What follows belongs to an exercise in optimizing a design on an open flow for small area, a short achievable clock period and few clock cycles per item; a production flow would make more cautious choices.
Only simulation tests tie the RTL to the original design; equivalence was not proved.
Power figures rest on the tool's default switching activity, not on a simulated workload.

## design/flow/config.mk

```make
export PLATFORM = sky130hd
export DESIGN_NAME = agc4_cpu
export DESIGN_NICKNAME = agc4_cpu
export VERILOG_FILES = /design/flow/design.v
export SDC_FILE = /design/flow/constraint.sdc
export NUM_CORES = 4
export LEC_CHECK = 0
export CAP_MARGIN = 20
export CORE_MARGIN = 2
export CORE_UTILIZATION = 40
export PLACE_DENSITY = 0.6
export SETUP_SLACK_MARGIN = 3.5
export SLEW_MARGIN = 20
```

## design/flow/constraint.sdc

```tcl
create_clock -name core_clock -period 8.0 [get_ports {clk}]
set_input_delay 1.6000 -clock core_clock [delete_from_list [all_inputs] [get_ports {clk}]]
set_output_delay 1.6000 -clock core_clock [all_outputs]
set_load 0.01 [all_outputs]
```

## design/flow/design.v

```verilog
module agc4_cpu (
    input  wire        clk,
    input  wire        rst,            
    output wire        mem_req,
    output wire        mem_we,
    output wire [14:0] mem_addr,
    output wire [14:0] mem_wdata,
    input  wire        mem_ack,
    input  wire [14:0] mem_rdata,
    input  wire [63:0] in_regs,
    output wire        boundary,
    output wire        fault,
    output reg  [15:0] reg_a,
    output reg  [15:0] reg_q,
    output reg  [11:0] reg_z,
    output reg  [15:0] reg_lp,
    output reg  [15:0] reg_b,
    output reg  [4:0]  reg_bank,
    output wire [79:0] out_regs        
);
    localparam [11:0] START_ADDR  = 12'o2000;
    localparam [4:0]  FIXED_BANKS = 5'd24;
    reg s_op;       
    reg s_wr;       
    reg s_f;        
    reg s_fa;       
    reg s_rsm;      
    reg s_md;       
    reg s_ix;       
    reg s_flt;      
    reg        first;        
    reg        isdv;         
    reg        sgn;          
    reg        dvbad;        
    reg [3:0]  cnt;          
    reg [1:0]  zsk;          
    reg [15:0] kval;         
    reg [15:0] out0, out1, out2, out3, out4;
    reg pd_tc, pd_nop, pd_rsm, pd_ts, pd_xch, pd_md, pd_dv, pd_mp;
    reg pd_ccs, pd_cs, pd_mask, pd_su, pd_idx, pd_rd;
    reg pd_kreg, pd_kfix, pd_kbank, pd_kz, pd_kers;
    reg pd_atk;              
    reg pd_rqk;              
    reg pd_tsnb;             
    reg pd_wnb;              
    reg pd_fk;               
    reg pd_fkb;              
    reg pd_e20, pd_e21, pd_e22, pd_e23;
    reg zf_reg;              
    reg zf_bank;             
    reg zf_un;               
    reg bank_bad;            
    assign out_regs = {out4, out3, out2, out1, out0};
    assign boundary = s_op && first;
    assign fault    = s_flt;
    wire [11:0] kk    = reg_b[11:0];
    wire        a_ovf = reg_a[15] ^ reg_a[14];
    wire z_mem  = !zf_reg && !(zf_bank && bank_bad);
    wire z_bad  = zf_un || (zf_bank && bank_bad);
    wire ts_sh  = pd_tsnb && z_mem && !(pd_kbank && bank_bad);    
    wire wr_sh  = pd_wnb && z_mem;         
    wire at_k   = (s_op && pd_atk && !ts_sh) || (s_wr && !wr_sh);
    wire at_r   = (s_op && pd_rsm) || s_rsm;
    wire [14:0] k_addr = pd_kbank ? {reg_bank, kk[9:0]} : {3'b000, kk};
    wire [14:0] z_addr = zf_bank  ? {reg_bank, reg_z[9:0]} : {3'b000, reg_z};
    wire [14:0] r_addr = {13'd5, s_rsm ? cnt[1:0] : 2'b00};    
    assign mem_addr = at_k ? k_addr : at_r ? r_addr : z_addr;
    assign mem_we   = (s_op && pd_ts && !ts_sh) || (s_wr && !wr_sh);
    assign mem_req  = (s_op && ((pd_nop && z_mem) || pd_rsm ||
                                (pd_ts && (ts_sh || pd_kers)) ||
                                (pd_rqk && !(pd_kbank && bank_bad)))) ||
                      (s_wr && (wr_sh || pd_kers)) ||
                      ((s_f || s_fa) && z_mem) || s_rsm;
    wire [14:0] wd = {reg_a[15], reg_a[13:0]};
    assign mem_wdata = pd_e20 ? {wd[0], wd[14:1]} :               
                       pd_e21 ? {wd[14], wd[14:1]} :              
                       pd_e22 ? {wd[13:0], wd[14]} :              
                       pd_e23 ? {wd[14], wd[12:0], 1'b0} : wd;    
    reg [15:0] reg_rd;
    always @(*) begin
        case (s_op ? kk[3:0] : reg_z[3:0])
            4'o00: reg_rd = reg_a;
            4'o01: reg_rd = reg_q;
            4'o02: reg_rd = s_op ? {4'd0, reg_z} :
                            (zsk == 2'd3) ? 16'o7777 : {14'd0, 2'd2 - zsk};
            4'o03: reg_rd = reg_lp;
            4'o04: reg_rd = in_regs[15:0];
            4'o05: reg_rd = in_regs[31:16];
            4'o06: reg_rd = in_regs[47:32];
            4'o07: reg_rd = in_regs[63:48];
            4'o10: reg_rd = out0;
            4'o11: reg_rd = out1;
            4'o12: reg_rd = out2;
            4'o13: reg_rd = out3;
            4'o14: reg_rd = out4;
            4'o17: reg_rd = {11'd0, reg_bank};
            default: reg_rd = 16'd0;
        endcase
    end
    wire [15:0] mem_word = {mem_rdata[14], mem_rdata};
    wire        rd_reg   = s_op ? pd_kreg : zf_reg;
    wire [15:0] rd_word  = rd_reg ? reg_rd : mem_word;
    wire        rd_done  = rd_reg || mem_ack;
    function [16:0] add1c;
        input [15:0] x;
        input [15:0] y;
        input        eac;
        input        c;
        reg   [15:0] g, p, tg, tp;
        reg          ci;
        integer      l, i;
        begin
            g = x & y;
            p = x ^ y;
            for (l = 0; l < 4; l = l + 1) begin
                tg = g;
                tp = p;
                for (i = 0; i < 16; i = i + 1)
                    if ((i >> l) & 1) begin
                        tg[i] = g[i] | (p[i] & g[((i >> l) << l) - 1]);
                        tp[i] = p[i] & p[((i >> l) << l) - 1];
                    end
                g = tg;
                p = tp;
            end
            ci    = eac ? g[15] : c;
            add1c = {g[15] | (p[15] & ci),
                     (x ^ y) ^ {g[14:0] | (p[14:0] & {15{ci}}), ci}};
        end
    endfunction
    function [11:0] inc12;
        input [11:0] x;
        input        c;
        reg   [11:0] t, u;
        integer      l, i;
        begin
            t = x;
            for (l = 0; l < 4; l = l + 1) begin
                u = t;
                for (i = 0; i < 12; i = i + 1)
                    if ((i >> l) & 1)
                        u[i] = t[i] & t[((i >> l) << l) - 1];
                t = u;
            end
            inc12 = x ^ ({t[10:0], 1'b1} & {12{c}});
        end
    endfunction
    wire        fa_ccs = s_fa && pd_ccs;
    wire        md_dv  = s_md && isdv;
    wire [15:0] ax  = fa_ccs ? 16'o177777 : md_dv ? {reg_a[14:0], 1'b0} : reg_a;
    wire [15:0] ay  = kval & {16{!(s_md && !isdv && !reg_lp[0])}};
    wire [16:0] sum = add1c(ax, ay, !(s_md || fa_ccs), isdv);
    wire [15:0] ix_sum = add1c(reg_b, kval, 1'b1, 1'b0);
    wire        qbit = sum[16] || dvbad;
    wire [15:0] fa_res = pd_ccs  ? ((kval == 16'd0) ? 16'd0 : sum[15:0]) :
                         pd_cs   ? kval :
                         pd_mask ? (reg_a & kval) :
                         pd_md   ? (sgn ? ~reg_a : reg_a) : sum[15:0];
    wire        zs_k  = s_op && pd_tc;                             
    wire        zs_a  = (s_op && pd_ts && pd_kz) || (s_wr && pd_kz);    
    wire [11:0] zb    = zs_k ? kk : zs_a ? reg_a[11:0] : reg_z;
    wire        zi    = !(zs_a && !(s_op && a_ovf));
    wire [11:0] z_inc = inc12(zb, zi);
    wire [11:0] z_p2  = {inc12({1'b0, reg_z[11:1]}, 1'b1), reg_z[0]};
    wire [11:0] z_p3  = {inc12({1'b0, z_inc[11:1]}, 1'b1), z_inc[0]};
    wire        k_zero = (rd_word == 16'd0);
    wire        k_ones = (rd_word == 16'hffff);
    wire [11:0] z_sk  = rd_word[15] ? (k_ones ? z_p3 : z_p2) : (k_zero ? z_inc : reg_z);
    localparam [2:0] N_OP = 3'd0, N_WR = 3'd1, N_F = 3'd2, N_FA = 3'd3,
                     N_RSM = 3'd4, N_MD = 3'd5, N_IX = 3'd6, N_FLT = 3'd7;
    reg [2:0]  nph;          
    reg        hold;         
    reg        first_n;
    reg [15:0] a_n, q_n, lp_n, b_n, kval_n;
    reg [11:0] z_n;
    reg        wreg;         
    wire [13:0] a_abs = reg_a[13:0] ^ {14{reg_a[15]}};
    wire [15:0] a_one = reg_a[15] ? 16'o177776 : 16'o000001;
    wire        k_inv  = pd_su || pd_cs || ((pd_ccs || pd_mp) && rd_word[15]) ||
                         (pd_dv && !rd_word[15]);
    wire [15:0] kv_op  = {pd_md ? {2{pd_dv}} : rd_word[15:14] ^ {2{k_inv}},
                          rd_word[13:0] ^ {14{k_inv}}};
    always @(*) begin
        nph     = N_OP;
        hold    = 1'b1;
        first_n = 1'b0;
        a_n     = reg_a;
        q_n     = reg_q;
        lp_n    = reg_lp;
        b_n     = reg_b;
        z_n     = reg_z;
        kval_n  = kval;
        wreg    = 1'b0;
        if (s_op) begin
            if (pd_fk || (pd_fkb && bank_bad) || (pd_nop && z_bad)) begin
                hold = 1'b0;
                nph  = N_FLT;
            end else if (pd_tc) begin
                if (rd_done) begin
                    hold = 1'b0;
                    b_n  = rd_word;
                    q_n  = {4'd0, reg_z};
                    z_n  = z_inc;
                    first_n = 1'b1;
                end
            end else if (pd_nop) begin
                if (zf_reg) begin
                    hold = 1'b0;
                    nph  = N_F;
                end else if (mem_ack) begin
                    hold = 1'b0;
                    b_n  = mem_word;
                    z_n  = z_inc;
                    first_n = 1'b1;
                end
            end else if (pd_rsm) begin
                if (mem_ack) begin
                    hold = 1'b0;
                    z_n  = mem_rdata[11:0];
                    nph  = N_RSM;
                end
            end else if (pd_ts) begin
                if (ts_sh ? mem_ack : (pd_kreg || pd_kfix || mem_ack)) begin
                    hold = 1'b0;
                    wreg = pd_kreg;
                    if (ts_sh && !a_ovf) begin
                        b_n = mem_word;
                        z_n = z_inc;
                        first_n = 1'b1;
                    end else begin
                        if (a_ovf) a_n = a_one;
                        if (a_ovf || pd_kz) z_n = z_inc;
                        nph = N_F;
                    end
                end
            end else if (rd_done) begin
                hold   = 1'b0;
                kval_n = kv_op;
                if (pd_xch) begin
                    nph = N_WR;
                end else if (pd_md) begin
                    nph = N_MD;
                    a_n = pd_dv ? {2'b00, a_abs} : 16'd0;
                    if (pd_mp) lp_n = {2'b00, a_abs};
                end else begin
                    if (pd_ccs) z_n = z_sk;
                    nph = N_FA;
                end
            end
        end
        if (s_wr) begin
            if (wr_sh ? mem_ack : (pd_kreg || pd_kfix || mem_ack)) begin
                hold = 1'b0;
                wreg = pd_kreg;
                a_n  = kval;
                if (wr_sh) begin
                    b_n = mem_word;
                    z_n = z_inc;
                    first_n = 1'b1;
                end else begin
                    if (pd_kz) z_n = z_inc;
                    nph = N_F;
                end
            end
        end
        if (s_f || s_fa) begin
            if (z_bad) begin
                hold = 1'b0;
                nph  = N_FLT;
            end else if (s_fa && zf_reg && !pd_idx) begin
                hold = 1'b0;
                a_n  = fa_res;
                if (pd_mp && sgn) lp_n = ~reg_lp;
                nph  = N_F;
            end else if (rd_done) begin
                hold = 1'b0;
                if (s_fa && !pd_idx) begin
                    a_n = fa_res;
                    if (pd_mp && sgn) lp_n = ~reg_lp;
                end
                b_n = rd_word;
                z_n = z_inc;
                if (s_fa && pd_idx) begin
                    nph = N_IX;
                end else begin
                    first_n = 1'b1;
                end
            end
        end
        if (s_ix) begin
            hold = 1'b0;
            b_n  = ix_sum;
            first_n = 1'b1;
        end
        if (s_rsm) begin
            if (mem_ack) begin
                hold = 1'b0;
                case (cnt[1:0])
                    2'd1: begin
                        b_n = mem_word;
                        nph = N_RSM;
                    end
                    2'd2: begin
                        a_n = mem_word;
                        nph = N_RSM;
                    end
                    default: begin
                        q_n = mem_word;
                        first_n = 1'b1;
                    end
                endcase
            end
        end
        if (s_md) begin
            hold = 1'b0;
            if (isdv) begin
                a_n = {2'b00, qbit ? sum[13:0] : ax[13:0]};
                b_n = {reg_b[14:0], qbit};
                if (cnt == 4'd0) a_n = {2'b00, reg_b[12:0], qbit};
            end else begin
                a_n  = {2'b00, sum[14:1]};
                lp_n = {2'b00, sum[0], reg_lp[13:1]};
            end
            nph = (cnt == 4'd0) ? N_FA : N_MD;
        end
        if (s_flt) begin
            hold = 1'b1;
        end
    end
    wire       w_bank = wreg && kk[3:0] == 4'o17;
    wire [4:0] bank_n = w_bank ? reg_a[4:0] : reg_bank;
    wire        w_ext  = b_n[15] ^ b_n[14];
    wire [2:0]  w_op   = b_n[14:12];
    wire [11:0] wk     = b_n[11:0];
    wire w_grp2  = !w_ext && w_op == 3'd2;
    wire w_tc    = !w_ext && w_op == 3'd0;
    wire w_ccs   = !w_ext && w_op == 3'd1;
    wire w_nop   = w_grp2 && (wk == 12'o16 || wk == 12'o17);
    wire w_rsm   = w_grp2 && (wk == 12'o25);
    wire w_idx   = w_grp2 && !w_nop && !w_rsm;
    wire w_xch   = !w_ext && w_op == 3'd3;
    wire w_cs    = !w_ext && w_op == 3'd4;
    wire w_ts    = !w_ext && w_op == 3'd5;
    wire w_ad    = !w_ext && w_op == 3'd6;
    wire w_mask  = !w_ext && w_op == 3'd7;
    wire w_mp    = w_ext && w_op == 3'd1;
    wire w_dv    = w_ext && w_op == 3'd2;
    wire w_su    = w_ext && w_op == 3'd3;
    wire w_bad   = w_ext && (w_op == 3'd0 || w_op[2]);
    wire w_kreg  = (wk[11:4] == 8'd0);
    wire w_kfix  = (wk[11:10] != 2'b00);
    wire w_kbank = (wk[11:10] == 2'b11);
    wire w_kun   = w_kreg && (wk[3:0] == 4'o15 || wk[3:0] == 4'o16);
    wire w_kz    = w_kreg && wk[3:0] == 4'o02;
    wire w_kzb   = w_kz || (w_kreg && wk[3:0] == 4'o17);
    wire w_rd    = w_ccs || w_idx || w_xch || w_cs || w_ad || w_mask ||
                   w_mp || w_dv || w_su;
    wire w_atk   = !w_nop && !w_rsm;
    wire w_wnb   = w_kfix || (w_kreg && !w_kzb);
    wire zn_reg  = (z_n[11:4] == 8'd0);
    always @(posedge clk) begin
        if (rst) begin
            s_op     <= 1'b0;
            s_wr     <= 1'b0;
            s_f      <= 1'b1;           
            s_fa     <= 1'b0;
            s_rsm    <= 1'b0;
            s_md     <= 1'b0;
            s_ix     <= 1'b0;
            s_flt    <= 1'b0;
            first    <= 1'b0;
            reg_a    <= 16'd0;
            reg_q    <= 16'd0;
            reg_z    <= START_ADDR;
            reg_lp   <= 16'd0;
            reg_b    <= 16'd0;
            reg_bank <= 5'd0;
            out0     <= 16'd0;
            out1     <= 16'd0;
            out2     <= 16'd0;
            out3     <= 16'd0;
            out4     <= 16'd0;
            zf_reg   <= 1'b0;
            zf_bank  <= 1'b0;
            zf_un    <= 1'b0;
            bank_bad <= 1'b1;
        end else begin
            if (!hold) begin
                s_op  <= nph == N_OP;
                s_wr  <= nph == N_WR;
                s_f   <= nph == N_F;
                s_fa  <= nph == N_FA;
                s_rsm <= nph == N_RSM;
                s_md  <= nph == N_MD;
                s_ix  <= nph == N_IX;
                s_flt <= nph == N_FLT;
            end
            first    <= first_n;
            reg_a    <= a_n;
            reg_q    <= q_n;
            reg_lp   <= lp_n;
            reg_b    <= b_n;
            reg_z    <= z_n;
            reg_bank <= bank_n;
            zf_reg   <= zn_reg;
            zf_bank  <= (z_n[11:10] == 2'b11);
            zf_un    <= zn_reg && (z_n[3:0] == 4'o15 || z_n[3:0] == 4'o16);
            bank_bad <= (bank_n == 5'd0) || (bank_n > FIXED_BANKS);
            if (wreg) begin
                case (kk[3:0])
                    4'o01: reg_q <= reg_a;
                    4'o03: reg_lp <= reg_a;
                    4'o10: out0 <= reg_a;
                    4'o11: out1 <= reg_a;
                    4'o12: out2 <= reg_a;
                    4'o13: out3 <= reg_a;
                    4'o14: out4 <= reg_a;
                    default: ;
                endcase
            end
        end
    end
    always @(posedge clk) begin
        kval <= kval_n;
        if (s_op) begin
            zsk   <= pd_ccs ? {rd_word[15], k_zero || k_ones} : {1'b0, pd_ts && a_ovf};
            cnt   <= pd_rsm ? 4'd1 : 4'd13;
            isdv  <= pd_dv;
            sgn   <= reg_a[15] ^ rd_word[15];
            dvbad <= a_ovf || (rd_word[15] ^ rd_word[14]) ||
                     !(a_abs < (rd_word[13:0] ^ {14{rd_word[15]}}));
        end
        if (s_md) cnt <= cnt - 4'd1;
        if (s_rsm && mem_ack) cnt <= cnt + 4'd1;
        if (!s_md && !(s_fa && isdv && hold)) begin
            pd_tc    <= w_tc;
            pd_nop   <= w_nop;
            pd_rsm   <= w_rsm;
            pd_ts    <= w_ts;
            pd_xch   <= w_xch;
            pd_md    <= w_mp || w_dv;
            pd_mp    <= w_mp;
            pd_dv    <= w_dv;
            pd_ccs   <= w_ccs;
            pd_cs    <= w_cs;
            pd_mask  <= w_mask;
            pd_su    <= w_su;
            pd_idx   <= w_idx;
            pd_rd    <= w_rd;
            pd_kreg  <= w_kreg;
            pd_kfix  <= w_kfix;
            pd_kbank <= w_kbank;
            pd_kz    <= w_kz;
            pd_kers  <= !w_kreg && !w_kfix;
            pd_atk   <= w_atk;
            pd_rqk   <= (w_tc || w_rd) && !w_kreg;
            pd_tsnb  <= w_ts && w_wnb && !w_kun;
            pd_wnb   <= w_wnb;
            pd_fk    <= w_bad || (w_atk && w_kun);
            pd_fkb   <= w_atk && w_kbank;
            pd_e20   <= (wk == 12'o20);
            pd_e21   <= (wk == 12'o21);
            pd_e22   <= (wk == 12'o22);
            pd_e23   <= (wk == 12'o23);
        end
    end
endmodule
```

## design/flow/run.sh

```bash
#!/bin/bash
# synth_recipe.tcl (not shown) runs the flow's synth.tcl, then flattens the netlist and writes it again
# the make line also repeats each setting of config.mk as NAME=value (left out here)
make -C /OpenROAD-flow-scripts/flow DESIGN_CONFIG=/design/flow/config.mk WORK_HOME=/design/flow/orfs CLKGATE_MAP_FILE= SYNTH_SCRIPT=/design/flow/synth_recipe.tcl finish
```

==> results.sh, run 1 <==
export IMPL_outcome="finished clean"
export IMPL_setup_violations=0
export IMPL_p_leak_nw=10.9
export IMPL_rsz0062_at_grt="true"
export IMPL_cts_root_buf="clkbuf_16"
export IMPL_hp_class="flip-flop to flip-flop"
export IMPL_final_hold_viol_count=0
export IMPL_startpoint="mem_rdata[1]"
export IMPL_groute_usage_overall_pct=47.8
export IMPL_clock_sinks=227
export IMPL_fin_crit_ns=4.75
export IMPL_worstPathRequired_ns=8.51
export IMPL_ys_ff_latch=227
export IMPL_drtPass1Iterations=9
export IMPL_drt_initial_drc_count=4867
export IMPL_htree_num_levels=1
export IMPL_fin_nets=3427
export IMPL_drv_slew=0
export IMPL_synth_commonest_cells="nand2_1, nor2_1, a21oi_1"
export IMPL_clock_latency_ns=0.61
export IMPL_utilization_pct=55.3
export IMPL_met3_length_mm=20.6
export IMPL_place_congestion=1.08
export IMPL_reg2reg_depth=16
export IMPL_met1Wirelength_mm=50.1
export IMPL_grt_ovfl_total=0
export IMPL_endpoint="zf_un"
export IMPL_cts_buffers=28
export IMPL_yosys_area_top_type_share_pct=16.7
export IMPL_clock_skew_ns=0.0323
export IMPL_io_pins=277
export IMPL_viasPerCell=7.09
export IMPL_syn_num_nets=3098
export IMPL_antenna_found_initial=6
export IMPL_instances_no_fill=3989
export IMPL_wl_per_cell_um=33.9
export IMPL_regToRegStartpoint="reg_b[3]"
export IMPL_grt_pass1_wl_mm=186
export IMPL_syn_area_um2=20800
export IMPL_placed_cells=3761
export IMPL_rrSetupSlack_ns=3.28
export IMPL_critPathBufInv=3
export IMPL_max_slew_margin_pct=17.6
export IMPL_path_delay_family="simple AND/OR/NAND/NOR gates"
export IMPL_synth_edff_count=53
export IMPL_yosys_top_cells_area="dfxtp_1, nand2_1, edfxtp_1, a21oi_1, nor2_1"
export IMPL_area_growth_syn_to_layout_pct=36.6
export IMPL_worstSetupStartpointType="primary input"
export IMPL_path_depth=13
export IMPL_synth_area_leader_cell="dfxtp_1"
export IMPL_peakVddDrop_mv=0.267
export IMPL_cap_violations=0
export IMPL_hold_start="out0[4]"
export IMPL_tightest_slew_ns=1.24
export IMPL_postSynthCellCount=2953
export IMPL_ys_seq_area_share_pct=24.4
export IMPL_hold_ws_ns=0.481
export IMPL_syn_mean_instance_area_um2=7.05
export IMPL_yosysMostFrequentCell="nand2_1"
export IMPL_drive_gt1_share_pct=18.4
export IMPL_arrival_ns=5.25
export IMPL_timing_rr_end="zf_un"
export IMPL_grt_pass1_vias=25600
export IMPL_finalCritPeriodShare_pct=59.3
export IMPL_drt_total_wl_mm=135
export IMPL_yosys_warnings=1
export IMPL_grt_max_degree=90
export IMPL_rows=83
export IMPL_max_freq_ghz=0.211
export IMPL_core_area_um2=51400
export IMPL_ant_nets=0
export IMPL_holdBufCountCts=0
export IMPL_routed_top_layer="met5"
export IMPL_die_area_um2=53900
export IMPL_port_buffers=276
export IMPL_route_detailed_drc=0
export IMPL_path_class="primary input to flip-flop"
export IMPL_synth_flop_cell="dfxtp_1"
export IMPL_worstPathMaxFanout=5
export IMPL_fp_dieW_um=232
export IMPL_tns_ns=0
export IMPL_wl_met2_mm=54.8
export IMPL_cp_slowest_cell="clkdlybuf4s15_1"
export IMPL_synth_distinct_cells=99
export IMPL_cts_tree="built"
export IMPL_power_density_nw_per_um2=310
export IMPL_crit_path_cell_trace="clkdlybuf4s15_1 -> inv_1 -> a21oi_1 -> o31a_2 -> buf_4 -> nand4_1 -> nor3_4 -> a211oi_2 -> o311a_1 -> or3_4 -> nor3_2 -> nor4b_4 -> nor4b_2"
export IMPL_cp_end_kind="flip-flop"
export IMPL_cts_clk_slew_worst_paths_ns=0.06
export IMPL_synthArstFlopShare_pct=0
export IMPL_vias=28300
export IMPL_total_power_mw=8.82
export IMPL_hpwl_mm=93.5
export IMPL_clock_path_buffers=3
export IMPL_cpPeakStageDelay_ns=0.55
export IMPL_die_y_um=232
export IMPL_initial_core_util_pct=40.5
-- tightest hold or removal path, cell delays in order (launching register included) --
cell	delay (ns)
dfxtp_1	0.32
nand2_1	0.06
a21oi_1	0.05
-- report_power, final --
part           switching, mW  total [mW]  internal (mW)
Sequential             0.276        1.65           1.37
Clock                  0.582        1.37          0.788
Combinational           3.69        5.80           2.11
-- how the worst min path moves through the flow --
stage | to | slack [ns] | depth (start not counted)
6_report | out0[4] | 0.48 | 2
5_1_grt | out0[6] | 0.50 | 2
4_1_cts | out0[4] | 0.48 | 2
3_5_place_dp | out0[4] | 0.47 | 2
3_3_place_gp | out1[10] | 0.46 | 2
2_1_floorplan | out3[0] | 0.49 | 2
-- area by class of cell --
cell class / count / area (um2)
Antenna cell: 5 / 12.5
Multi-Input combinational cell: 2428 / 16100
Clock inverter: 16 / 180
Timing Repair Buffer: 545 / 5200
Sequential cell: 227 / 5120
Tap cell: 680 / 851
Inverter: 52 / 203
Fill cell: 4850 / 23000
Clock buffer: 36 / 782
-- kinds of logic (layout without fill, tap and decap cells) --
| kind of cell | Yosys count | count (layout) | share of synthesized area, % |
|---|---|---|---|
| XOR/XNOR | 100 | 100 | 4.21 |
| AO/OA/AOI/OAI | 1006 | 1006 | 31.8 |
| adder cells (fa/ha/maj) | 63 | 63 | 3.86 |
| AND/OR/NAND/NOR | 1181 | 1183 | 26.3 |
| multiplexers | 73 | 76 | 3.61 |
| buffers and inverters | 303 | 649 | 5.82 |
| other | 0 | 5 | 0 |
| flip-flops | 227 | 227 | 24.4 |
-- metal layers --
layer	up-vias	GRT usage, %
met4	6	26.5
met2	2685	68.8
met3	631	15.9
li1	11500	-
met1	13400	62.3
met5	-	0
-- repair_timing --
item,in CTS,in global routing
pin swaps,88,50
setup endpoints to repair,149,65
gates resized for setup,330,83
gates cloned,8,4
buffers inserted,123,36
-- through the flow --
stage / cell area (um2) / setup slack, ns
floorplan: 20900 / 3.27
global placement: 24300 / 1.68
detailed placement: 24300 / 1.66
CTS: 27600 / 3.35
global route: 28400 / 3.26
finish: 28400 / 3.25
-- layout by cell type (no fill, tap or decap), types with 15 or more instances in the layout --
master and count:
nand2_1 455, nor2_1 288, a21oi_1 271, clkdlybuf4s50_1 245
buf_4 229, o21ai_0 182, dfxtp_1 159, nand3_1 74
nor3_1 56, ha_1 55, mux2i_1 54, edfxtp_1 53
a211oi_1 49, xnor2_1 46, inv_1 45, xor2_1 45
o211ai_1 38, a31oi_1 38, nor2b_1 34, and3_1 32
clkbuf_16 32, o22ai_1 30, a21o_1 29, a22oi_1 27
nand2b_1 27, a311oi_1 23, and2_1 21, dlygate4sd2_1 21
nand4_1 18, buf_12 18, a221o_1 16, o221ai_1 16
o2111ai_1 15, a221oi_1 15
Testbench counts, summed over its fixed seeds: cycles 135,286, items 53,788.
==> run 2, diff against run 1 <==
--- a/design/flow/design.v
+++ b/design/flow/design.v
@@ -33,4 +33,5 @@
     reg        sgn;          
     reg        dvbad;        
+    reg        mdf;          
     reg [3:0]  cnt;          
     reg [1:0]  zsk;          
@@ -153,8 +154,9 @@
     wire [15:0] ix_sum = add1c(reg_b, kval, 1'b1, 1'b0);
     wire        qbit = sum[16] || dvbad;
-    wire [15:0] fa_res = pd_ccs  ? ((kval == 16'd0) ? 16'd0 : sum[15:0]) :
+    wire [15:0] fa_res = mdf     ? (sgn ? ~reg_a : reg_a) :
+                         pd_ccs  ? ((kval == 16'd0) ? 16'd0 : sum[15:0]) :
                          pd_cs   ? kval :
-                         pd_mask ? (reg_a & kval) :
-                         pd_md   ? (sgn ? ~reg_a : reg_a) : sum[15:0];
+                         pd_mask ? (reg_a & kval) : sum[15:0];
+    wire        fa_idx = pd_idx && !mdf;
     wire        zs_k  = s_op && pd_tc;                             
     wire        zs_a  = (s_op && pd_ts && pd_kz) || (s_wr && pd_kz);    
@@ -221,7 +223,7 @@
                 end
             end else if (pd_ts) begin
+                wreg = pd_kreg;      
                 if (ts_sh ? mem_ack : (pd_kreg || pd_kfix || mem_ack)) begin
                     hold = 1'b0;
-                    wreg = pd_kreg;
                     if (ts_sh && !a_ovf) begin
                         b_n = mem_word;
@@ -250,7 +252,7 @@
         end
         if (s_wr) begin
+            wreg = pd_kreg;
             if (wr_sh ? mem_ack : (pd_kreg || pd_kfix || mem_ack)) begin
                 hold = 1'b0;
-                wreg = pd_kreg;
                 a_n  = kval;
                 if (wr_sh) begin
@@ -268,18 +270,18 @@
                 hold = 1'b0;
                 nph  = N_FLT;
-            end else if (s_fa && zf_reg && !pd_idx) begin
+            end else if (s_fa && zf_reg && !fa_idx) begin
                 hold = 1'b0;
                 a_n  = fa_res;
-                if (pd_mp && sgn) lp_n = ~reg_lp;
+                if (mdf && !isdv && sgn) lp_n = ~reg_lp;
                 nph  = N_F;
             end else if (rd_done) begin
                 hold = 1'b0;
-                if (s_fa && !pd_idx) begin
+                if (s_fa && !fa_idx) begin
                     a_n = fa_res;
-                    if (pd_mp && sgn) lp_n = ~reg_lp;
+                    if (mdf && !isdv && sgn) lp_n = ~reg_lp;
                 end
                 b_n = rd_word;
                 z_n = z_inc;
-                if (s_fa && pd_idx) begin
+                if (s_fa && fa_idx) begin
                     nph = N_IX;
                 end else begin
@@ -433,5 +435,7 @@
         if (s_md) cnt <= cnt - 4'd1;
         if (s_rsm && mem_ack) cnt <= cnt + 4'd1;
-        if (!s_md && !(s_fa && isdv && hold)) begin
+        if (s_md) mdf <= 1'b1;
+        else if (s_op) mdf <= 1'b0;
+        begin
             pd_tc    <= w_tc;
             pd_nop   <= w_nop;
--- a/design/flow/config.mk
+++ b/design/flow/config.mk
@@ -9,4 +9,5 @@
 export CORE_MARGIN = 2
 export CORE_UTILIZATION = 40
+export CTS_BUF_LIST = sky130_fd_sc_hd__clkbuf_4
 export PLACE_DENSITY = 0.6
 export SETUP_SLACK_MARGIN = 3.5
==> run 2 against run 1 <==
Sequential share of layout area is 0.41 points lower. Power is 9.8% higher. Die area is 0.20% lower. Combinational power is 14% higher. Hold slack better by 0.011 ns. Sequential power is 6% higher. Critical path depth is 6 higher. Fmax is 1.7% higher. Synthesized area is 0.20% lower. Global-route usage is 2.5 points lower. Via count is 3.2% lower.
==> results.sh, run 2 <==
export IMPL_io_pins=277
export IMPL_cpPeakStageDelay_ns=0.41
export IMPL_cts_buffers=72
export IMPL_drv_slew=0
export IMPL_max_freq_ghz=0.214
export IMPL_max_slew_margin_pct=30.6
export IMPL_hp_class="flip-flop to flip-flop"
export IMPL_worstPathMaxFanout=7
export IMPL_power_frac_seq_pct=18.0
export IMPL_core_area_um2=51300
export IMPL_p_sw_mw=5.19
export IMPL_synth_flop_cell="dfxtp_1"
export IMPL_synth_area_leader_cell="dfxtp_1"
export IMPL_clock_power_share_pct=13.4
export IMPL_combPwrFrac_pct=68.5
export IMPL_syn_num_nets=3032
export IMPL_drtPass1Iterations=7
export IMPL_hpwl_mm=90.4
export IMPL_cp_slowest_cell="dfxtp_4"
export IMPL_die_area_um2=53700
export IMPL_grt_pass1_vias=24500
export IMPL_outcome="finished clean"
export IMPL_yosys_warnings=1
export IMPL_cp_common_cell="o2111ai_2"
export IMPL_tightest_slew_ns=1.04
export IMPL_cap_violations=0
export IMPL_ys_ff_latch=228
export IMPL_yosys_top_cells_area="dfxtp_1, nand2_1, a21oi_1, nor2_1, o21ai_0"
export IMPL_grt_max_degree=73
export IMPL_area_growth_syn_to_layout_pct=33.1
export IMPL_cts_tree="built"
export IMPL_hold_ws_ns=0.492
export IMPL_viasPerCell=6.87
export IMPL_rsz0062_at_grt="true"
export IMPL_worstPathRequired_ns=8.75
export IMPL_finalCritPeriodShare_pct=58.3
export IMPL_htree_num_levels=3
export IMPL_wl_per_cell_um=32.6
export IMPL_layout_common_cells="nand2_1, nor2_1, clkdlybuf4s50_1"
export IMPL_drive_gt1_share_pct=18.8
export IMPL_final_hold_viol_count=0
export IMPL_cts_clk_slew_worst_paths_ns=0.07
export IMPL_synth_commonest_cells="nand2_1, nor2_1, a21oi_1"
export IMPL_syn_area_um2=20800
export IMPL_path_class="flip-flop to flip-flop"
export IMPL_fp_dieW_um=232
export IMPL_rows=83
export IMPL_yosysMostFrequentCell="nand2_1"
export IMPL_place_congestion=1.07
export IMPL_drt_total_wl_mm=130
export IMPL_arrival_ns=5.42
export IMPL_intPower_mw=4.49
export IMPL_p_leak_nw=10.6
export IMPL_initial_core_util_pct=40.5
export IMPL_fin_nets=3384
export IMPL_ys_seq_area_share_pct=23.2
export IMPL_antenna_found_initial=12
export IMPL_ant_nets=0
export IMPL_drt_initial_drc_count=4688
export IMPL_clock_path_buffers=3
export IMPL_vias=27400
export IMPL_port_buffers=276
export IMPL_grt_ovfl_total=0
export IMPL_clock_skew_ns=0.0623
export IMPL_synth_distinct_cells=119
export IMPL_tns_ns=0
export IMPL_swShare_pct=53.7
export IMPL_grt_pass1_wl_mm=176
export IMPL_setup_violations=0
export IMPL_route_detailed_drc=0
export IMPL_clock_sinks=228
export IMPL_final_common_cell="nand2_1"
export IMPL_postSynthCellCount=2887
export IMPL_fin_crit_ns=4.67
export IMPL_synth_edff_count=25
export IMPL_crit_path_cell_trace="buf_12 -> buf_4 -> nor3b_2 -> nor2_1 -> a21oi_1 -> nor4_1 -> o21a_1 -> inv_1 -> ha_4 -> o21ai_1 -> a21oi_2 -> o2111ai_2 -> nor3_4 -> and2_4 -> o31ai_2 -> a2111oi_2 -> o2111ai_2 -> nor4_4 -> and4_1"
export IMPL_die_y_um=232
export IMPL_cp_end_kind="flip-flop"
export IMPL_peakVddDrop_mv=0.177
export IMPL_worstSetupStartpointType="flip-flop"
export IMPL_synthArstFlopShare_pct=0
export IMPL_power_density_nw_per_um2=350
export IMPL_groute_usage_overall_pct=45.3
export IMPL_yosys_area_top_type_share_pct=19.6
export IMPL_holdBufCountCts=0
export IMPL_cts_root_buf="clkbuf_4"
export IMPL_clock_latency_ns=0.87
export IMPL_syn_mean_instance_area_um2=7.19
run 2: critical path, delay by kind of cell, from the launching register on:
kind | cells | cell delay (ns)
buffers and inverters | 3 | 0.40
and+or+nand+nor | 7 | 1.99
adders and majority gates | 1 | 0.13
DFF | 1 | 0.41
AOI/OAI and AO/OA | 8 | 1.58
run 2: repair_timing:
action / in CTS / in global routing
gates cloned: 0 / 9
endpoints found under the hold margin: 0 / 0
setup buffers: 56 / 87
resized for setup: 144 / 147
pin swaps: 24 / 49
endpoints found under the setup margin: 178 / 44
run 2: final timing paths:
| check | start | endpoint | slack (ns) | cells after the start |
|---|---|---|---|---|
| worst max-delay path | s_op | zf_un | 3.33 | 19 |
| worst min-delay path | out4[9] | out4[9] | 0.49 | 2 |
| worst max register to register | s_op | zf_un | 3.33 | 19 |
| worst min register to register | out4[9] | out4[9] | 0.49 | 2 |
run 2: cell families after synthesis:
family	share of synthesized area, %
AND/OR/NAND/NOR	25.6
AO/OA/AOI/OAI	31.4
buffers and inverters	6.21
multiplexers	5.11
adder cells (fa/ha/maj)	3.87
XOR/XNOR	4.68
flip-flops	23.2
run 2: layout make-up:
type,count,area [um2]
tap,680,851
timing repair buffer,528,5010
inverter,47,183
sequential,228,4870
clock inverter,23,143
antenna,6,15.0
clock buffer,107,803
multi-input combinational,2362,15800
fill,5113,23700
run 2: power by group through the flow:
stage	registers (mW)	logic (mW)	clock network (mW)
6_report	1.75	6.64	1.30
2_1_floorplan	1.57	3.45	0
3_3_place_gp	1.75	5.38	0
4_1_cts	1.72	5.76	1.31
3_5_place_dp	1.75	5.37	0
5_1_grt	1.74	6.86	1.37
run 2: through the flow:
step	power (mW)	std cells	cell area (um2)	utilization (%)	setup WS, ns
floorplan	5.02	2887	20900	-	3.20
global placement	7.13	3693	24200	47.1	2.04
detailed placement	7.12	3693	24200	47.2	2.01
CTS	8.79	3879	26100	50.9	3.30
global route	9.97	3979	27600	53.9	3.32
finish	9.68	3981	27600	53.9	3.33
run 2: metal layers:
layer  track usage [%]  share of wire, %
met5                 0             0.035
met4              30.8               8.2
met3              13.4                13
met2              64.9                41
met1              58.2                37
Testbench counts of run 2, summed over its fixed seeds: cycles 135,286, items 53,788.
==> run 3, diff against run 2 <==
==> design/flow/flow/run.sh (new file) <==
#!/bin/bash
set -euo pipefail
export BUFFER_PORTS_ARGS="-buffer_cell sky130_fd_sc_hd__buf_1"
bash standard.sh > standard_flow.log 2>&1
==> design/flow/standard.sh (new file) <==
#!/bin/bash
# synth_recipe.tcl (not shown) runs the flow's synth.tcl, then flattens the netlist and writes it again
# the make line also repeats each setting of config.mk as NAME=value (left out here)
make -C /OpenROAD-flow-scripts/flow DESIGN_CONFIG=/design/flow/config.mk WORK_HOME=/design/flow/orfs CLKGATE_MAP_FILE= SYNTH_SCRIPT=/design/flow/synth_recipe.tcl "${@:-finish}"
removed: design/flow/run.sh
==> run 3 against run 2 <==
Still clean. Fmax up 2.4%. Register-to-register slack better by 0.11 ns. Power down 4.1%. Die area unchanged. Clock skew up 0.028 ns.
==> results.sh, run 3 <==
export IMPL_outcome="finished clean"
export IMPL_drtPass1Iterations=7
export IMPL_regArea_um2=4860
export IMPL_drive_gt1_share_pct=17.9
export IMPL_worstPathRequired_ns=8.70
export IMPL_peakVddDrop_mv=0.151
export IMPL_cts_root_buf="clkbuf_4"
export IMPL_synth_edff_count=25
export IMPL_htree_num_levels=3
export IMPL_swShare_pct=54.5
export IMPL_total_power_mw=9.29
export IMPL_grt_ovfl_total=0
export IMPL_synthArstFlopShare_pct=0
export IMPL_power_density_nw_per_um2=363
export IMPL_grt_max_degree=69
export IMPL_fillers=5298
export IMPL_place_congestion=1.05
export IMPL_cp_end_kind="flip-flop"
export IMPL_route_detailed_drc=0
export IMPL_drt_initial_drc_count=4307
export IMPL_ys_ff_latch=228
export IMPL_clock_power_share_pct=13.1
export IMPL_hpwl_mm=89.9
export IMPL_postSynthCellCount=2887
export IMPL_groute_usage_overall_pct=45.1
export IMPL_synth_flop_cell="dfxtp_1"
export IMPL_worstSetupStartpointType="primary input"
export IMPL_core_area_um2=51300
export IMPL_yosys_area_top_type_share_pct=19.6
export IMPL_fp_dieW_um=232
export IMPL_area_growth_syn_to_layout_pct=23.2
export IMPL_clock_path_buffers=3
export IMPL_clock_latency_ns=0.84
export IMPL_hp_class="flip-flop to flip-flop"
export IMPL_setup_violations=0
export IMPL_fin_nets=3373
export IMPL_port_buffers=276
export IMPL_tightest_slew_ns=1.13
export IMPL_power_frac_seq_pct=18.6
export IMPL_worstPathMaxFanout=10
export IMPL_clock_skew_ns=0.0901
export IMPL_rows=83
export IMPL_vias=27000
export IMPL_yosysMostFrequentCell="nand2_1"
export IMPL_die_y_um=232
export IMPL_initial_core_util_pct=40.5
export IMPL_drv_slew=0
export IMPL_multi_input_area_um2=15600
export IMPL_synth_commonest_cells="nand2_1, nor2_1, a21oi_1"
export IMPL_syn_mean_instance_area_um2=7.19
export IMPL_layout_common_cells="nand2_1, nor2_1, buf_1"
export IMPL_die_area_um2=53700
export IMPL_intPower_mw=4.22
export IMPL_io_pins=277
export IMPL_cts_clk_slew_worst_paths_ns=0.07
export IMPL_ys_seq_area_share_pct=23.2
export IMPL_synth_area_leader_cell="dfxtp_1"
export IMPL_cts_tree="built"
export IMPL_syn_area_um2=20800
export IMPL_max_slew_margin_pct=24.6
export IMPL_syn_num_nets=3032
export IMPL_final_common_cell="nand2_1"
export IMPL_clock_sinks=228
export IMPL_antenna_found_initial=9
export IMPL_path_class="primary input to flip-flop"
export IMPL_wl_per_cell_um=32.1
export IMPL_arrival_ns=5.26
export IMPL_grt_pass1_vias=24300
export IMPL_viasPerCell=6.82
export IMPL_finalCritPeriodShare_pct=57.0
export IMPL_synth_distinct_cells=119
export IMPL_p_sw_mw=5.06
export IMPL_yosys_warnings=1
export IMPL_final_hold_viol_count=0
export IMPL_fin_crit_ns=4.56
export IMPL_combPwrFrac_pct=68.2
export IMPL_max_freq_ghz=0.219
export IMPL_tns_ns=0
export IMPL_cap_violations=0
export IMPL_yosys_top_cells_area="dfxtp_1, nand2_1, a21oi_1, nor2_1, o21ai_0"
export IMPL_cts_buffers=70
export IMPL_rsz0062_at_grt="true"
export IMPL_grt_pass1_wl_mm=175
export IMPL_drt_total_wl_mm=127
export IMPL_p_leak_nw=9.68
export IMPL_ant_nets=0
==> run 3: routing by layer <==
layer	wire, um	up-vias	GRT usage, %
li1	-	11400	-
met1	48100	12900	58.9
met2	52300	2218	65.2
met3	17500	538	13.5
met4	9350	4	26.6
met5	25	-	0
==> run 3: per-stage QoR <==
stage	hold WS [ns]	setup slack (ns)	area (um2)	cells	utilization, %
2_1_floorplan	0.489	3.20	20900	2887	-
3_3_place_gp	0.466	1.96	22400	3691	43.7
3_5_place_dp	0.482	1.77	22400	3692	43.7
4_1_cts	0.491	3.44	24600	3885	47.9
5_1_grt	0.524	3.36	25600	3957	49.9
6_report	0.494	3.44	25600	3958	49.9
==> run 3: repair_timing <==
| item | 4_1_cts | 5_1_grt |
|---|---|---|
| buffers inserted | 67 | 66 |
| resized for setup | 132 | 105 |
| endpoints found under the setup margin | 191 | 79 |
| hold buffers | 0 | 0 |
| gates cloned | 8 | 3 |
| pin swaps | 25 | 33 |
==> run 3: path summary, 6_finish.rpt <==
path,startpoint,end,slack (ns),cells past startpoint
worst max-delay path,mem_ack,pd_rqk,3.44,16
worst min-delay path,out2[9],out2[9],0.49,2
worst max register to register,kval[0],pd_rqk,3.44,19
worst min register to register,out2[9],out2[9],0.49,2
==> run 3: layout make-up <==
class | instances | share of cell area [%]
Clock buffer | 94 | 2.76
Clock inverter | 24 | 0.626
Sequential cell | 228 | 19.0
Timing Repair Buffer | 520 | 12.7
Tap cell | 680 | 3.33
Inverter | 47 | 0.753
Antenna cell | 4 | 0.0391
Multi-Input combinational cell | 2361 | 60.8
==> run 3: critical path: stages <==
cell	delay (ns)
buf_2	0.24
nor2b_4	0.31
nor3_1	0.09
a211o_2	0.43
o21ai_4	0.36
o22a_1	0.23
o32ai_2	0.11
a21oi_1	0.23
a221oi_2	0.09
buf_4	0.22
or3_1	0.31
a2111o_1	0.44
or2_1	0.28
buf_4	0.16
nand2_2	0.07
a211oi_2	0.07
==> run 3: power groups by stage <==
stage	Clock (mW)	Sequential, mW	Combinational [mW]
global placement	0	1.76	5.13
floorplan	0	1.57	3.45
detailed placement	0	1.76	5.15
global route	1.28	1.72	6.57
CTS	1.23	1.73	5.67
finish	1.22	1.73	6.34
==> run 3: kinds of logic (layout without fill, tap and decap cells) <==
| logic type | after synthesis | in the layout | synth area share (%) |
|---|---|---|---|
| AO/OA/AOI/OAI | 953 | 953 | 31.4 |
| adder cells (fa/ha/maj) | 63 | 63 | 3.87 |
| buffers and inverters | 301 | 685 | 6.21 |
| flip-flops | 228 | 228 | 23.2 |
| XOR/XNOR | 110 | 110 | 4.68 |
| other | 0 | 4 | 0 |
| AND/OR/NAND/NOR | 1131 | 1134 | 25.6 |
| multiplexers | 101 | 101 | 5.11 |
==> run 4, diff against run 3 <==
--- a/design/flow/design.v
+++ b/design/flow/design.v
@@ -26,5 +26,6 @@
     reg s_fa;       
     reg s_rsm;      
-    reg s_md;       
+    reg s_mp;       
+    reg s_dv;       
     reg s_ix;       
     reg s_flt;      
@@ -50,5 +51,4 @@
     reg zf_reg;              
     reg zf_bank;             
-    reg zf_un;               
     reg bank_bad;            
     assign out_regs = {out4, out3, out2, out1, out0};
@@ -58,5 +58,6 @@
     wire        a_ovf = reg_a[15] ^ reg_a[14];
     wire z_mem  = !zf_reg && !(zf_bank && bank_bad);
-    wire z_bad  = zf_un || (zf_bank && bank_bad);
+    wire z_bad  = (zf_reg && (reg_z[3:0] == 4'o15 || reg_z[3:0] == 4'o16)) ||
+                  (zf_bank && bank_bad);
     wire ts_sh  = pd_tsnb && z_mem && !(pd_kbank && bank_bad);    
     wire wr_sh  = pd_wnb && z_mem;         
@@ -148,8 +149,9 @@
     endfunction
     wire        fa_ccs = s_fa && pd_ccs;
-    wire        md_dv  = s_md && isdv;
+    wire        s_md   = s_mp || s_dv;
+    wire        md_dv  = s_dv;
     wire [15:0] ax  = fa_ccs ? 16'o177777 : md_dv ? {reg_a[14:0], 1'b0} : reg_a;
-    wire [15:0] ay  = kval & {16{!(s_md && !isdv && !reg_lp[0])}};
-    wire [16:0] sum = add1c(ax, ay, !(s_md || fa_ccs), isdv);
+    wire [15:0] ay  = kval & {16{!(s_mp && !reg_lp[0])}};
+    wire [16:0] sum = add1c(ax, ay, !(s_mp || s_dv || fa_ccs), s_dv);
     wire [15:0] ix_sum = add1c(reg_b, kval, 1'b1, 1'b0);
     wire        qbit = sum[16] || dvbad;
@@ -169,7 +171,8 @@
     wire        k_ones = (rd_word == 16'hffff);
     wire [11:0] z_sk  = rd_word[15] ? (k_ones ? z_p3 : z_p2) : (k_zero ? z_inc : reg_z);
-    localparam [2:0] N_OP = 3'd0, N_WR = 3'd1, N_F = 3'd2, N_FA = 3'd3,
-                     N_RSM = 3'd4, N_MD = 3'd5, N_IX = 3'd6, N_FLT = 3'd7;
-    reg [2:0]  nph;          
+    localparam [3:0] N_OP = 4'd0, N_WR = 4'd1, N_F = 4'd2, N_FA = 4'd3,
+                     N_RSM = 4'd4, N_MP = 4'd5, N_IX = 4'd6, N_FLT = 4'd7,
+                     N_DV = 4'd8;
+    reg [3:0]  nph;          
     reg        hold;         
     reg        first_n;
@@ -177,4 +180,7 @@
     reg [11:0] z_n;
     reg        wreg;         
+    reg        zccs;         
+    reg        zmem;         
+    reg        zinc;         
     wire [13:0] a_abs = reg_a[13:0] ^ {14{reg_a[15]}};
     wire [15:0] a_one = reg_a[15] ? 16'o177776 : 16'o000001;
@@ -194,4 +200,7 @@
         kval_n  = kval;
         wreg    = 1'b0;
+        zccs    = 1'b0;
+        zmem    = 1'b0;
+        zinc    = 1'b0;
         if (s_op) begin
             if (pd_fk || (pd_fkb && bank_bad) || (pd_nop && z_bad)) begin
@@ -204,4 +213,5 @@
                     q_n  = {4'd0, reg_z};
                     z_n  = z_inc;
+                    zinc = 1'b1;
                     first_n = 1'b1;
                 end
@@ -214,4 +224,5 @@
                     b_n  = mem_word;
                     z_n  = z_inc;
+                    zinc = 1'b1;
                     first_n = 1'b1;
                 end
@@ -220,4 +231,5 @@
                     hold = 1'b0;
                     z_n  = mem_rdata[11:0];
+                    zmem = 1'b1;
                     nph  = N_RSM;
                 end
@@ -228,9 +240,9 @@
                     if (ts_sh && !a_ovf) begin
                         b_n = mem_word;
-                        z_n = z_inc;
+                        begin z_n = z_inc; zinc = 1'b1; end
                         first_n = 1'b1;
                     end else begin
                         if (a_ovf) a_n = a_one;
-                        if (a_ovf || pd_kz) z_n = z_inc;
+                        if (a_ovf || pd_kz) begin z_n = z_inc; zinc = 1'b1; end
                         nph = N_F;
                     end
@@ -242,9 +254,9 @@
                     nph = N_WR;
                 end else if (pd_md) begin
-                    nph = N_MD;
+                    nph = pd_dv ? N_DV : N_MP;
                     a_n = pd_dv ? {2'b00, a_abs} : 16'd0;
                     if (pd_mp) lp_n = {2'b00, a_abs};
                 end else begin
-                    if (pd_ccs) z_n = z_sk;
+                    zccs = pd_ccs;
                     nph = N_FA;
                 end
@@ -258,8 +270,8 @@
                 if (wr_sh) begin
                     b_n = mem_word;
-                    z_n = z_inc;
+                    begin z_n = z_inc; zinc = 1'b1; end
                     first_n = 1'b1;
                 end else begin
-                    if (pd_kz) z_n = z_inc;
+                    if (pd_kz) begin z_n = z_inc; zinc = 1'b1; end
                     nph = N_F;
                 end
@@ -282,5 +294,5 @@
                 end
                 b_n = rd_word;
-                z_n = z_inc;
+                begin z_n = z_inc; zinc = 1'b1; end
                 if (s_fa && fa_idx) begin
                     nph = N_IX;
@@ -316,5 +328,5 @@
         if (s_md) begin
             hold = 1'b0;
-            if (isdv) begin
+            if (s_dv) begin
                 a_n = {2'b00, qbit ? sum[13:0] : ax[13:0]};
                 b_n = {reg_b[14:0], qbit};
@@ -324,5 +336,5 @@
                 lp_n = {2'b00, sum[0], reg_lp[13:1]};
             end
-            nph = (cnt == 4'd0) ? N_FA : N_MD;
+            nph = (cnt == 4'd0) ? N_FA : s_dv ? N_DV : N_MP;
         end
         if (s_flt) begin
@@ -360,5 +372,18 @@
     wire w_atk   = !w_nop && !w_rsm;
     wire w_wnb   = w_kfix || (w_kreg && !w_kzb);
-    wire zn_reg  = (z_n[11:4] == 8'd0);
+    function [1:0] zcls;
+        input [11:0] z;
+        zcls = {z[11:4] == 8'd0, z[11:10] == 2'b11};
+    endfunction
+    wire        zb_lo4  = &zb[3:0];
+    wire        zb_lo10 = &zb[9:0];
+    wire [1:0]  zc_inc  = zi ? {(zb[11:4] == 8'd0 && !zb_lo4) || (zb_lo10 && zb[11:10] == 2'b11),
+                                (zb[11:10] == 2'b11 && !zb_lo10) || (zb[11:10] == 2'b10 && zb_lo10)}
+                             : zcls(zb);
+    wire [1:0]  zc_sk = rd_word[15] ? (k_ones ? zcls(z_p3) : zcls(z_p2))
+                                    : (k_zero ? zcls(z_inc) : {zf_reg, zf_bank});
+    wire [11:0] z_fin = zccs ? z_sk : z_n;
+    wire [1:0]  zc_n  = zccs ? zc_sk : zmem ? zcls(mem_rdata[11:0]) :
+                        zinc ? zc_inc : {zf_reg, zf_bank};
     always @(posedge clk) begin
         if (rst) begin
@@ -368,5 +393,6 @@
             s_fa     <= 1'b0;
             s_rsm    <= 1'b0;
-            s_md     <= 1'b0;
+            s_mp     <= 1'b0;
+            s_dv     <= 1'b0;
             s_ix     <= 1'b0;
             s_flt    <= 1'b0;
@@ -385,5 +411,4 @@
             zf_reg   <= 1'b0;
             zf_bank  <= 1'b0;
-            zf_un    <= 1'b0;
             bank_bad <= 1'b1;
         end else begin
@@ -394,5 +419,6 @@
                 s_fa  <= nph == N_FA;
                 s_rsm <= nph == N_RSM;
-                s_md  <= nph == N_MD;
+                s_mp  <= nph == N_MP;
+                s_dv  <= nph == N_DV;
                 s_ix  <= nph == N_IX;
                 s_flt <= nph == N_FLT;
@@ -403,9 +429,8 @@
             reg_lp   <= lp_n;
             reg_b    <= b_n;
-            reg_z    <= z_n;
+            reg_z    <= z_fin;
             reg_bank <= bank_n;
-            zf_reg   <= zn_reg;
-            zf_bank  <= (z_n[11:10] == 2'b11);
-            zf_un    <= zn_reg && (z_n[3:0] == 4'o15 || z_n[3:0] == 4'o16);
+            zf_reg   <= zc_n[1];
+            zf_bank  <= zc_n[0];
             bank_bad <= (bank_n == 5'd0) || (bank_n > FIXED_BANKS);
             if (wreg) begin
--- a/design/flow/config.mk
+++ b/design/flow/config.mk
@@ -8,7 +8,7 @@
 export CAP_MARGIN = 20
 export CORE_MARGIN = 2
-export CORE_UTILIZATION = 40
+export CORE_UTILIZATION = 55
 export CTS_BUF_LIST = sky130_fd_sc_hd__clkbuf_4
-export PLACE_DENSITY = 0.6
-export SETUP_SLACK_MARGIN = 3.5
+export PLACE_DENSITY = 0.7
+export SETUP_SLACK_MARGIN = 3.8
 export SLEW_MARGIN = 20
==> run 4 against run 3 <==
Synthesized area grew 0.47%. Power is 6.6% lower. Register-to-register slack improved by 0.23 ns. Non-clock buffer count rose by 11. Combinational power shrank 9.1%. Global-route usage grew 11 points. Critical path type is now flip-flop to flip-flop. Largest cell class unchanged.
==> results.sh, run 4 <==
export IMPL_port_buffers=276
export IMPL_yosys_area_top_type_share_pct=19.5
export IMPL_rows=71
export IMPL_synth_commonest_cells="nand2_1, nor2_1, a21oi_1"
export IMPL_drv_slew=0
export IMPL_groute_usage_overall_pct=56.3
export IMPL_syn_num_nets=3009
export IMPL_tns_ns=0
export IMPL_initial_core_util_pct=55.6
export IMPL_grt_pass1_wl_mm=163
export IMPL_wl_per_cell_um=31.4
export IMPL_cts_clk_slew_worst_paths_ns=0.09
export IMPL_peakVddDrop_mv=0.236
export IMPL_path_class="flip-flop to flip-flop"
export IMPL_max_slew_margin_pct=20.5
export IMPL_layout_common_cells="nand2_1, nor2_1, buf_1"
export IMPL_cts_tree="built"
export IMPL_grt_max_degree=93
export IMPL_yosys_top_cells_area="dfxtp_1, mux2i_1, a21oi_1, nand2_1, nor2_1"
export IMPL_synth_area_leader_cell="dfxtp_1"
export IMPL_viasPerCell=7.52
export IMPL_antenna_found_initial=15
export IMPL_hpwl_mm=79.8
export IMPL_power_density_nw_per_um2=339
export IMPL_rsz0062_at_grt="true"
export IMPL_tightest_slew_ns=1.19
export IMPL_final_common_cell="nand2_1"
export IMPL_outcome="finished clean"
export IMPL_die_area_um2=39500
export IMPL_place_congestion=1.11
export IMPL_ys_ff_latch=228
export IMPL_synth_flop_cell="dfxtp_1"
export IMPL_core_area_um2=37500
export IMPL_syn_area_um2=20900
export IMPL_postSynthCellCount=2864
export IMPL_route_detailed_drc=0
export IMPL_arrival_ns=5.02
export IMPL_drt_initial_drc_count=5526
export IMPL_fp_dieW_um=199
export IMPL_fin_nets=3356
export IMPL_drtPass1Iterations=11
export IMPL_ant_nets=0
export IMPL_fin_crit_ns=4.33
export IMPL_worstPathMaxFanout=7
export IMPL_p_leak_nw=9.57
export IMPL_clock_latency_ns=0.84
export IMPL_setup_violations=0
export IMPL_synth_edff_count=25
export IMPL_grt_ovfl_total=0
export IMPL_hp_class="flip-flop to flip-flop"
export IMPL_yosysMostFrequentCell="nand2_1"
export IMPL_cts_buffers=67
export IMPL_fillers=3170
export IMPL_worstSetupStartpointType="flip-flop"
export IMPL_htree_num_levels=3
export IMPL_io_pins=277
export IMPL_synth_distinct_cells=113
export IMPL_clock_skew_ns=0.0395
export IMPL_final_hold_viol_count=0
export IMPL_grt_pass1_vias=24700
export IMPL_cts_root_buf="clkbuf_4"
export IMPL_ys_seq_area_share_pct=23.1
export IMPL_cap_violations=0
export IMPL_vias=28400
export IMPL_area_growth_syn_to_layout_pct=22.5
export IMPL_drive_gt1_share_pct=17.8
export IMPL_clock_path_buffers=3
export IMPL_syn_mean_instance_area_um2=7.28
export IMPL_cp_end_kind="flip-flop"
export IMPL_die_y_um=199
export IMPL_synthArstFlopShare_pct=0
export IMPL_total_power_mw=8.68
export IMPL_max_freq_ghz=0.231
export IMPL_finalCritPeriodShare_pct=54.1
export IMPL_drt_total_wl_mm=118
export IMPL_worstPathRequired_ns=8.69
export IMPL_clock_sinks=228
export IMPL_yosys_warnings=1
run 4: cell count changes after synthesis, moves of 10 or more:
| cell | previous run | this run |
|---|---|---|
| a211oi_1 | 41 | 51 |
| a21o_1 | 38 | 21 |
| a21oi_1 | 233 | 245 |
| a311oi_1 | 21 | 7 |
| and2_1 | 20 | 41 |
| mux2i_1 | 91 | 150 |
| nand2_1 | 424 | 326 |
| nand4_1 | 17 | 27 |
| nor2b_1 | 50 | 24 |
| o21ai_0 | 190 | 206 |
| o22ai_1 | 23 | 39 |
run 4: cell families after synthesis:
| family | Yosys count | share of synthesized area (%) |
|---|---|---|
| AO/OA/AOI/OAI | 956 | 30.7 |
| XOR/XNOR | 109 | 4.61 |
| adder cells (fa/ha/maj) | 63 | 3.85 |
| buffers and inverters | 308 | 6.32 |
| flip-flops | 228 | 23.1 |
| multiplexers | 165 | 8.20 |
| AND/OR/NAND/NOR | 1035 | 23.2 |
run 4: final timing paths:
path,cells past startpoint,from,slack (ns),end
worst max-delay path,13,s_op,3.67,pd_atk
worst min-delay path,2,out4[6],0.50,out4[6]
worst max register to register,13,s_op,3.67,pd_atk
worst min register to register,2,out4[6],0.50,out4[6]
run 4: layout make-up:
| cell class | instances | area [um2] | share of cell area [%] |
|---|---|---|---|
| timing repair buffer | 531 | 3340 | 13.1 |
| antenna | 6 | 15.0 | 0.0587 |
| multi-input combinational | 2334 | 15700 | 61.3 |
| inverter | 49 | 200 | 0.783 |
| sequential | 228 | 4860 | 19.0 |
| clock buffer | 86 | 646 | 2.53 |
| clock inverter | 26 | 196 | 0.769 |
| tap | 511 | 639 | 2.50 |
run 4: per-layer routing:
| layer | part of all wire, % | track usage (%) | up-vias | wire length, um |
|---|---|---|---|---|
| met5 | 0.15 | 2.04 | - | 176 |
| met4 | 9.4 | 39.4 | 8 | 11100 |
| met1 | 34 | 70.1 | 13000 | 40100 |
| met3 | 19 | 26.2 | 967 | 22000 |
| met2 | 38 | 75.7 | 3021 | 44900 |
| li1 | - | - | 11300 | - |
run 4: report_power, final:
part           internal (mW)  switching [mW]
clock                  0.602           0.612
sequential              1.35           0.352
combinational           2.05            3.71
run 4: stage by stage:
step           instances  cell area [um2]  util (%)  setup WS [ns]  hold slack [ns]
2_1_floorplan       2864            21000         -           3.47            0.406
3_3_place_gp        3484            22200      59.3           1.85            0.474
3_5_place_dp        3484            22200      59.3           1.83            0.478
4_1_cts             3663            24200      64.5           3.80            0.489
5_1_grt             3766            25500      68.1           3.73            0.500
6_report            3771            25600      68.2           3.67            0.502
run 4: critical path, stage by stage (launching register included):
cell	delay, ns
dfxtp_4	0.47
buf_12	0.16
mux2_8	0.44
buf_4	0.17
mux2i_1	0.25
o2bb2ai_1	0.12
a222oi_1	0.76
a21oi_2	0.36
nor2_1	0.26
o221a_2	0.37
and2_1	0.20
nand3_1	0.13
o21a_1	0.17
or3_1	0.31
run 4: timing repair:
action,CTS,global route
gates cloned,5,7
endpoints found under the hold margin,0,0
hold buffers,0,0
gates resized for setup,119,112
buffers inserted,62,95
pin swaps,19,40
setup endpoints to repair,128,55
Testbench counts of run 4, summed over its fixed seeds: cycles 135,286, items 53,788.
==> run 5, diff against run 4 <==
--- a/design/flow/design.v
+++ b/design/flow/design.v
@@ -52,4 +52,5 @@
     reg zf_bank;             
     reg bank_bad;            
+    reg zm_f;                
     assign out_regs = {out4, out3, out2, out1, out0};
     assign boundary = s_op && first;
@@ -57,8 +58,8 @@
     wire [11:0] kk    = reg_b[11:0];
     wire        a_ovf = reg_a[15] ^ reg_a[14];
-    wire z_mem  = !zf_reg && !(zf_bank && bank_bad);
+    wire z_mem  = zm_f;
     wire z_bad  = (zf_reg && (reg_z[3:0] == 4'o15 || reg_z[3:0] == 4'o16)) ||
                   (zf_bank && bank_bad);
-    wire ts_sh  = pd_tsnb && z_mem && !(pd_kbank && bank_bad);    
+    wire ts_sh  = pd_tsnb && z_mem;        
     wire wr_sh  = pd_wnb && z_mem;         
     wire at_k   = (s_op && pd_atk && !ts_sh) || (s_wr && !wr_sh);
@@ -344,4 +345,5 @@
     wire       w_bank = wreg && kk[3:0] == 4'o17;
     wire [4:0] bank_n = w_bank ? reg_a[4:0] : reg_bank;
+    wire       bank_bad_n = (bank_n == 5'd0) || (bank_n > FIXED_BANKS);
     wire        w_ext  = b_n[15] ^ b_n[14];
     wire [2:0]  w_op   = b_n[14:12];
@@ -412,4 +414,5 @@
             zf_bank  <= 1'b0;
             bank_bad <= 1'b1;
+            zm_f     <= 1'b1;           
         end else begin
             if (!hold) begin
@@ -433,5 +436,6 @@
             zf_reg   <= zc_n[1];
             zf_bank  <= zc_n[0];
-            bank_bad <= (bank_n == 5'd0) || (bank_n > FIXED_BANKS);
+            bank_bad <= bank_bad_n;
+            zm_f     <= !zc_n[1] && !(zc_n[0] && bank_bad_n);
             if (wreg) begin
                 case (kk[3:0])
@@ -484,5 +488,5 @@
             pd_atk   <= w_atk;
             pd_rqk   <= (w_tc || w_rd) && !w_kreg;
-            pd_tsnb  <= w_ts && w_wnb && !w_kun;
+            pd_tsnb  <= w_ts && w_wnb && !w_kun && !(w_kbank && bank_bad_n);
             pd_wnb   <= w_wnb;
             pd_fk    <= w_bad || (w_atk && w_kun);
==> run 5 against run 4 <==
Still clean. Critical path depth is 2 higher. Utilization is 1.2 points lower. Global-route usage is 1.8 points lower. Die area is 1.2% lower. Flip-flop and latch count is 1 higher. First-iteration DRC count is 3.9% lower. Register-to-register slack better by 0.10 ns. Setup slack better by 0.10 ns. Non-clock buffer count is 76 lower. Via count is 5.6% lower. Hold slack better by 0.025 ns. Clock skew is 0.027 ns higher. Critical endpoint is now pd_fk.
==> results.sh, run 5 <==
export IMPL_outcome="finished clean"
export IMPL_worstSetupStartpointType="flip-flop"
export IMPL_path_class="flip-flop to flip-flop"
export IMPL_swShare_pct=54.5
export IMPL_synth_commonest_cells="nand2_1, nor2_1, o21ai_0"
export IMPL_combPwrFrac_pct=67.0
export IMPL_wl_per_cell_um=31.2
export IMPL_cp_slowest_cell="or4_4"
export IMPL_cpPeakStageDelay_ns=0.53
export IMPL_vias=26800
export IMPL_finalCritPeriodShare_pct=52.8
export IMPL_io_pins=277
export IMPL_syn_area_um2=20600
export IMPL_arrival_ns=4.90
export IMPL_yosys_top_cells_area="dfxtp_1, mux2i_1, nand2_1, nor2_1, o21ai_0"
export IMPL_cts_buffers=67
export IMPL_clock_latency_ns=0.80
export IMPL_grt_pass1_wl_mm=158
export IMPL_synth_distinct_cells=103
export IMPL_synth_area_leader_cell="dfxtp_1"
export IMPL_fin_crit_ns=4.23
export IMPL_cts_tree="built"
export IMPL_hold_ws_ns=0.527
export IMPL_hp_class="flip-flop to flip-flop"
export IMPL_antenna_found_initial=7
export IMPL_syn_num_nets=2954
export IMPL_worstPathMaxFanout=8
export IMPL_hpwl_mm=77.9
export IMPL_initial_core_util_pct=56.0
export IMPL_max_freq_ghz=0.237
export IMPL_cp_end_kind="flip-flop"
export IMPL_grt_max_degree=87
export IMPL_tightest_slew_ns=1.16
export IMPL_final_common_cell="nand2_1"
export IMPL_clock_skew_ns=0.0666
export IMPL_placed_cells=3391
export IMPL_cts_root_buf="clkbuf_4"
export IMPL_cp_common_cell="nand2_1"
export IMPL_grt_pass1_vias=24200
export IMPL_cap_violations=0
export IMPL_worstPathRequired_ns=8.67
export IMPL_path_delay_family="compound AO/OA/AOI/OAI gates"
export IMPL_die_y_um=198
export IMPL_synth_edff_count=25
export IMPL_synthArstFlopShare_pct=0
export IMPL_yosys_warnings=1
export IMPL_htree_num_levels=3
export IMPL_grt_ovfl_total=0
export IMPL_clock_power_share_pct=13.1
export IMPL_final_hold_viol_count=0
export IMPL_rsz0062_at_grt="true"
export IMPL_power_density_nw_per_um2=368
export IMPL_viasPerCell=7.44
export IMPL_route_detailed_drc=0
export IMPL_peakVddDrop_mv=0.189
export IMPL_rrSetupSlack_ns=3.77
export IMPL_fp_dieW_um=198
export IMPL_drv_slew=0
export IMPL_rows=70
export IMPL_total_power_mw=9.08
export IMPL_postSynthCellCount=2809
export IMPL_fin_nets=3226
export IMPL_groute_usage_overall_pct=54.4
export IMPL_p_leak_nw=9.23
export IMPL_drt_initial_drc_count=5308
export IMPL_ys_ff_latch=229
export IMPL_place_congestion=1.10
export IMPL_yosys_area_top_type_share_pct=19.8
export IMPL_synth_flop_cell="dfxtp_1"
export IMPL_yosysMostFrequentCell="nand2_1"
export IMPL_tns_ns=0
## run 5: changes by cell type in the layout (fill, tap and decap cells not counted), moves of 9 or more
cell / previous run / this run
a311oi_1: 6 / 19
nand3_1: 77 / 49
a211oi_1: 49 / 39
a41oi_1: 7 / 16
clkinv_1: 20 / 8
clkbuf_4: 87 / 103
buf_4: 222 / 152
o221ai_1: 11 / 27
a21oi_1: 228 / 188
mux2i_1: 149 / 162
a22oi_1: 31 / 43
o21ai_0: 193 / 205
nand2_1: 316 / 300
o22ai_1: 38 / 25
## run 5: routing by layer
metal | up-vias | wire [um] | global-route usage [%]
li1 | 11100 | - | -
met3 | 808 | 17900 | 18.1
met1 | 12200 | 37900 | 66.5
met5 | - | 46 | 0.255
met4 | 4 | 12000 | 45.1
met2 | 2708 | 44300 | 77.3
## run 5: cell families after synthesis
family	synth area share, %
AND/OR/NAND/NOR	22.9
AO/OA/AOI/OAI	30.5
buffers and inverters	5.89
flip-flops	23.5
multiplexers	8.93
XOR/XNOR	4.42
adder cells (fa/ha/maj)	3.90
## run 5: worst paths after layout
check,end,start,cells after the start
max,pd_fk,s_dv,15
max reg2reg,pd_fk,s_dv,15
min,out0[9],out0[9],2
min reg2reg,out0[9],out0[9],2
## run 5: cell type report
| cell class | count | area (um2) | share of cell area [%] |
|---|---|---|---|
| multi-input combinational | 2275 | 15400 | 62.6 |
| sequential | 229 | 4880 | 19.8 |
| timing repair buffer | 455 | 2670 | 10.8 |
| clock buffer | 101 | 758 | 3.08 |
| tap | 468 | 586 | 2.38 |
| inverter | 53 | 215 | 0.873 |
| clock inverter | 14 | 97.6 | 0.396 |
| antenna | 3 | 7.51 | 0.0305 |
## run 5: worst reg2reg max path, cell delays in order, from the launching register on
cell	delay, ns
dfxtp_4	0.46
buf_6	0.19
mux2i_1	0.25
nand2_1	0.09
ha_1	0.36
nand2_1	0.09
o21ai_0	0.27
a21oi_1	0.10
o21a_1	0.27
o41a_1	0.52
o21a_4	0.30
a221oi_4	0.35
and2_4	0.22
nor2_1	0.06
or4_4	0.53
o211ai_2	0.07
## run 5: stage by stage
| stage | area, um2 | utilization, % |
|---|---|---|
| after CTS | 23700 | 64.3 |
| final | 24600 | 67.0 |
| after global routing | 24600 | 67.0 |
| after global placement | 22100 | 60.1 |
| after detailed placement | 22100 | 60.1 |
| after floorplan | 20800 | - |
## run 5: power groups by stage
stage | Clock (mW) | Combinational [mW] | Sequential, mW
after floorplan | 0 | 3.45 | 1.61
after global placement | 0 | 5.00 | 1.78
after detailed placement | 0 | 5.07 | 1.78
after CTS | 1.18 | 5.38 | 1.75
after global routing | 1.24 | 6.31 | 1.79
final | 1.19 | 6.09 | 1.81
## run 5: what timing repair did
action | 4_1_cts | 5_1_grt
hold endpoints to repair | 0 | 0
pin swaps | 17 | 23
setup endpoints to repair | 202 | 68
hold buffers | 0 | 0
resized for setup | 114 | 113
setup buffers | 32 | 45
gates cloned | 1 | 10
Testbench counts of run 5, summed over its fixed seeds: cycles 135,286, items 53,788.
